From an optimization exercise on the open Yosys and OpenROAD flow, aimed at small area, a short achievable clock period and few clock cycles; shortcuts taken in it are not production practice.
RTL that was checked went through simulation tests only; none was proved equivalent to the original.
Power is estimated from default activity; no workload was simulated.

## rev 12
Design pool_tx, start of the top module:
module pool_tx (
    input  wire       clk,
    input  wire       rst,
    input  wire       cmd_valid,
    output wire       cmd_ready,
    input  wire [2:0] cmd_op,
    input  wire [7:0] cmd_data,
    output reg        rsp_valid,
    output reg  [1:0] rsp_status,
    output reg        rsp_page_done,
    output reg        tx_valid,
    output reg  [7:0] tx_data,
    output reg        tx_last,
    input  wire       tx_ready
);
Settings: LEC_CHECK=0, CAP_MARGIN=20, CORE_MARGIN=2, CORE_UTILIZATION=30, CTS_BUF_LIST=sky130_fd_sc_hd__clkbuf_4 sky130_fd_sc_hd__clkbuf_8, CTS_CLUSTER_SIZE=32, SLEW_MARGIN=20; clock period 12.0 ns.
run.sh (not shown) runs the stock make flow with config.mk's settings and CLKGATE_MAP_FILE= SYNTH_SCRIPT=/design/flow/synth_recipe.tcl, a recipe that flattens the netlist after the stock synthesis.
[inputs] rev 13 vs rev 12
Settings: removing CTS_CLUSTER_SIZE (formerly 32); removing CTS_BUF_LIST (formerly sky130_fd_sc_hd__clkbuf_4 sky130_fd_sc_hd__clkbuf_8).
Findings:
In summary, rev 13 completed successfully, with a layout that passed the timing, DRC and antenna checks.
Rev 13 vs rev 12: total via count after detailed routing down by a few percent
Going from rev 12 to rev 13, overall power of the completed layout rose by about 2%; global-route usage stayed essentially flat; relative contribution of combinational cells to total power stayed essentially flat; setup slack fell by 42 ps; clock power rose by about 5%.
Sort rev 12 and rev 13 by period utilization desc -> top: rev 13
Function was not checked in any run of this note: the RTL went through the layout flow alone.

* * *

## try-raven
pool_tx, a different RTL version from the one above (not shown whole).
Size in the first run: ~30 I/O pins.
export LEC_CHECK = 0
export CAP_MARGIN = 0
export CORE_MARGIN = 2
export CORE_UTILIZATION = 60
export CTS_CLUSTER_DIAMETER = 80
export CTS_CLUSTER_SIZE = 30
export SLEW_MARGIN = 0
create_clock -name core_clock -period 12.0 [get_ports {clk}]
standard.sh (not shown) runs the stock make flow with config.mk's settings and CLKGATE_MAP_FILE= SYNTH_SCRIPT=/design/flow/synth_recipe.tcl, a recipe that flattens the netlist after the stock synthesis.
==> flow/flow/run.sh <==
#!/bin/bash
# The standard layout (standard.sh: the standard flow's synthesis, floorplan, placement,
# CTS and routing, unchanged), with two placement/repair knobs:
#  - ports are buffered with buf_4 cells rather than the default choice;
set -euo pipefail
export SETUP_SLACK_MARGIN=8.4
export BUFFER_PORTS_ARGS="-buffer_cell sky130_fd_sc_hd__buf_4"
bash standard.sh > standard.log 2>&1
Looking at the reports, try-raven completed the entire flow and the layout it produced met the timing, DRC and antenna checks.
Testbench counts of try-raven, summed over its fixed seeds: cycles 51,443.
The inputs of try-fjord differ from those of try-raven as listed below.
==> flow/config.mk <==
export PLATFORM = sky130hd
export DESIGN_NAME = pool_tx
export DESIGN_NICKNAME = pool_tx
export VERILOG_FILES = /design/flow/design.v
export SDC_FILE = /design/flow/constraint.sdc
export NUM_CORES = 4
export LEC_CHECK = 0
export CAP_MARGIN = 20
export CORE_MARGIN = 2
export CORE_UTILIZATION = 70
export CTS_CLUSTER_DIAMETER = 80
export CTS_CLUSTER_SIZE = 30
export SLEW_MARGIN = 20
Findings:
- Compared to try-raven, try-fjord has minimum setup slack in the final design 16 ps lower.
- Compared with try-raven, try-fjord instantiates a smaller number of standard cells.
- In try-fjord, core utilization is higher than in try-raven.
- try-raven vs try-fjord, endpoint of the most critical setup path: tx_data[0] vs rsp_valid
- From try-fjord to try-raven, total DRC errors in the routed layout did not move at all.
- try-fjord vs try-raven: cell internal power dissipation down in try-fjord
Here is what was changed in the inputs of try-sierra compared with try-fjord.
-- flow/config.mk --
<<< try-fjord, line 9
export CORE_MARGIN = 2
export CORE_UTILIZATION = 70
export CTS_CLUSTER_DIAMETER = 80
export CTS_CLUSTER_SIZE = 30
>>> try-sierra, line 9
export CORE_MARGIN = 2
export CORE_UTILIZATION = 60
export CTS_CLUSTER_DIAMETER = 50
export CTS_CLUSTER_SIZE = 30
==> summary.txt <==
- Non-clock buffer count went down by more than 10% going from try-fjord to try-sierra.
- Part of the cycle the worst path needs ended up 0.18 points higher on try-sierra than on try-fjord.
- try-sierra: overall power after layout is 8.4% higher than what try-fjord reported.
- try-sierra ended up with a lower utilization after layout than try-fjord did.
- Relative to try-fjord, clock share of power has gone up in try-sierra.
- Comparing largest net degree at the start of global routing for try-sierra and try-fjord, the smaller number came from try-fjord.
- Of try-sierra and try-fjord, the lower clock network area share belongs to try-fjord.
- From try-fjord to try-sierra the numbers moved as follows: instance count after placement with tap cells included now larger, peak supply drop now smaller.
- Summary: area of all placed cells without fillers, try-sierra worse than try-fjord
Relative to try-sierra, the following input files were edited for try-amber:
-- flow/config.mk --
<<< try-sierra, line 10
export CORE_UTILIZATION = 60
export CTS_CLUSTER_DIAMETER = 50
export CTS_CLUSTER_SIZE = 30
>>> try-amber, line 10
export CORE_UTILIZATION = 60
export CTS_CLUSTER_DIAMETER = 80
export CTS_CLUSTER_SIZE = 30
==> summary.txt <==
try-amber: no failed stages, no open violations at the end. Compared try-amber vs try-sierra, and clock tree skew after final layout is down in try-amber. The run showing the smaller later-pin clock latency in the skew report is try-amber. try-amber vs try-sierra: layout overhead on the synthesized area down in try-amber. In try-amber the non-clock buffer count turned out 2 higher than in try-sierra. Wire length was lower in the run labelled try-amber. On design area, try-amber does better than try-sierra. As far as global-route track usage on met3 is concerned, try-sierra and try-amber perform about the same. Taking try-sierra as the reference, in try-amber synthesized instance count essentially unchanged, clock tree buffer count of the final layout went down 47, number of I/O port buffers was more or less identical, instance area at placement neither gained nor lost much.

* * *

run 1:
Another version of the RTL of pool_tx (not shown whole).
For scale: roughly 4,500 flip-flops, ~30 I/O pins, about 100,000 sq um of cells after synthesis.
==> flow/config.mk <==
export PLATFORM = sky130hd
export DESIGN_NAME = pool_tx
export DESIGN_NICKNAME = pool_tx
export VERILOG_FILES = /design/flow/design.v
export SDC_FILE = /design/flow/constraint.sdc
export NUM_CORES = 4
export LEC_CHECK = 0
export CAP_MARGIN = 20
export CORE_MARGIN = 2
export CORE_UTILIZATION = 30
export CTS_CLUSTER_DIAMETER = 50
export CTS_CLUSTER_SIZE = 30
export SLEW_MARGIN = 20
==> flow/constraint.sdc <==
create_clock -name core_clock -period 12.0 [get_ports {clk}]
set_input_delay 2.4000 -clock core_clock [delete_from_list [all_inputs] [get_ports {clk}]]
set_output_delay 2.4000 -clock core_clock [all_outputs]
set_load 0.01 [all_outputs]
Scripts as last shown in full above: flow/flow/run.sh
Run 1 did not stop at any stage, and its layout met the timing, DRC and antenna checks.
Edits applied to the flow inputs when going from run 1 to run 2:
Settings: CTS_CLUSTER_SIZE no longer set, was 30; CTS_CLUSTER_DIAMETER no longer set, was 50.
==> flow/run.sh (new file) <==
#!/bin/bash
# synth_recipe.tcl (not shown) runs the flow's synth.tcl, then flattens the netlist and writes it again
# the make line also repeats each setting of config.mk as NAME=value (left out here)
make -C /OpenROAD-flow-scripts/flow DESIGN_CONFIG=/design/flow/config.mk WORK_HOME=/design/flow/orfs CLKGATE_MAP_FILE= SYNTH_SCRIPT=/design/flow/synth_recipe.tcl finish
removed: flow/flow/run.sh
removed: flow/standard.sh
--- outcome ---
- Run 2 packs its core tighter than run 1.
- Compared to run 1, run 2 has total global routing track utilization 0.53 points higher.
- Ratio of cells with drive above 1 in the final layout: lower on run 1
diff inputs: run 2 => run 3
==> flow/flow/run.sh (new file) <==
#!/bin/bash
# The standard layout (standard.sh: the standard flow's synthesis, floorplan, placement,
# CTS and routing, unchanged), with two placement/repair knobs:
#  - ports are buffered with buf_4 cells rather than the default choice;
set -euo pipefail
export SETUP_SLACK_MARGIN=8.4
export BUFFER_PORTS_ARGS="-buffer_cell sky130_fd_sc_hd__buf_4"
bash standard.sh > standard.log 2>&1
==> flow/standard.sh (new file) <==
#!/bin/bash
# synth_recipe.tcl (not shown) runs the flow's synth.tcl, then flattens the netlist and writes it again
# the make line also repeats each setting of config.mk as NAME=value (left out here)
make -C /OpenROAD-flow-scripts/flow DESIGN_CONFIG=/design/flow/config.mk WORK_HOME=/design/flow/orfs CLKGATE_MAP_FILE= SYNTH_SCRIPT=/design/flow/synth_recipe.tcl "${@:-finish}"
removed: flow/run.sh
[summary]
- On combinational power, run 3 tracks run 2 almost exactly.
- Run 3: all stages complete, timing, DRC and antenna checks passed
- On clock group share of total power: between run 2 and run 3, it ends up lower for run 3.
- Compared with run 2, in run 3 instance area at placement essentially unchanged, tightest hold margin saw an increase.
- Taking run 2 as the reference point, the worst setup slack before clock tree synthesis of run 3 rises by 0.63 ns.
- Changes observed in run 3 relative to run 2: global-route wire length before repair shrank by about 2.2%; leakage component of the power shrank by about 0.4%.
No functional check of the RTL was part of any run of this note.

-- port drivers added, routing unchanged --
The flow's constraints put no driver on any port. The routed layouts listed below were extracted and timed again, unchanged, in two steps.
Step 1, drivers: a clkbuf_16 drives clk and a buf_2 each remaining input, both assumed.
Step 2 moves the port delays by t, midway between the first and last clock arrival at a register: inputs arrive t later, outputs are due t later. That takes back most of the time a late clock gives input paths.
a / b / c = no drivers / after step 1 / after step 2; a / b = the first two.
run | t, ns | setup slack, ns | hold WS [ns] | clock arrival spread, ns | worst slew at a driven data input, ns
rev 12 | 1.078 | 7.343 / 7.343 / 7.023 | 0.252 / 0.252 / 0.252 | 0.110 / 0.110 | 0.04
rev 13 | 1.002 | 7.301 / 7.301 / 7.023 | 0.262 / 0.262 / 0.262 | 0.102 / 0.102 | 0.04
try-raven | 0.925 | 8.279 / 8.188 / 7.566 | 0.309 / 0.309 / 0.309 | 0.060 / 0.061 | 0.05
try-fjord | 0.939 | 8.263 / 8.175 / 7.479 | 0.314 / 0.314 / 0.314 | 0.038 / 0.038 | 0.04
try-sierra | 0.955 | 8.241 / 8.155 / 7.510 | 0.296 / 0.296 / 0.296 | 0.063 / 0.062 | 0.05
try-amber | 0.925 | 8.279 / 8.188 / 7.566 | 0.309 / 0.309 / 0.309 | 0.060 / 0.061 | 0.05
run 1 | 0.959 | 7.913 / 7.820 / 7.757 | 0.278 / 0.278 / 0.278 | 0.072 / 0.073 | 0.03
run 2 | 1.024 | 7.459 / 7.364 / 7.228 | 0.248 / 0.248 / 0.248 | 0.088 / 0.088 | 0.03
run 3 | 0.924 | 7.936 / 7.843 / 7.728 | 0.281 / 0.281 / 0.281 | 0.079 / 0.079 | 0.03
After both steps every run listed still meets setup and hold. For try-fjord, which loses most, drivers alone change the setup slack by -0.088 ns; drivers and shift together by -0.784 ns.
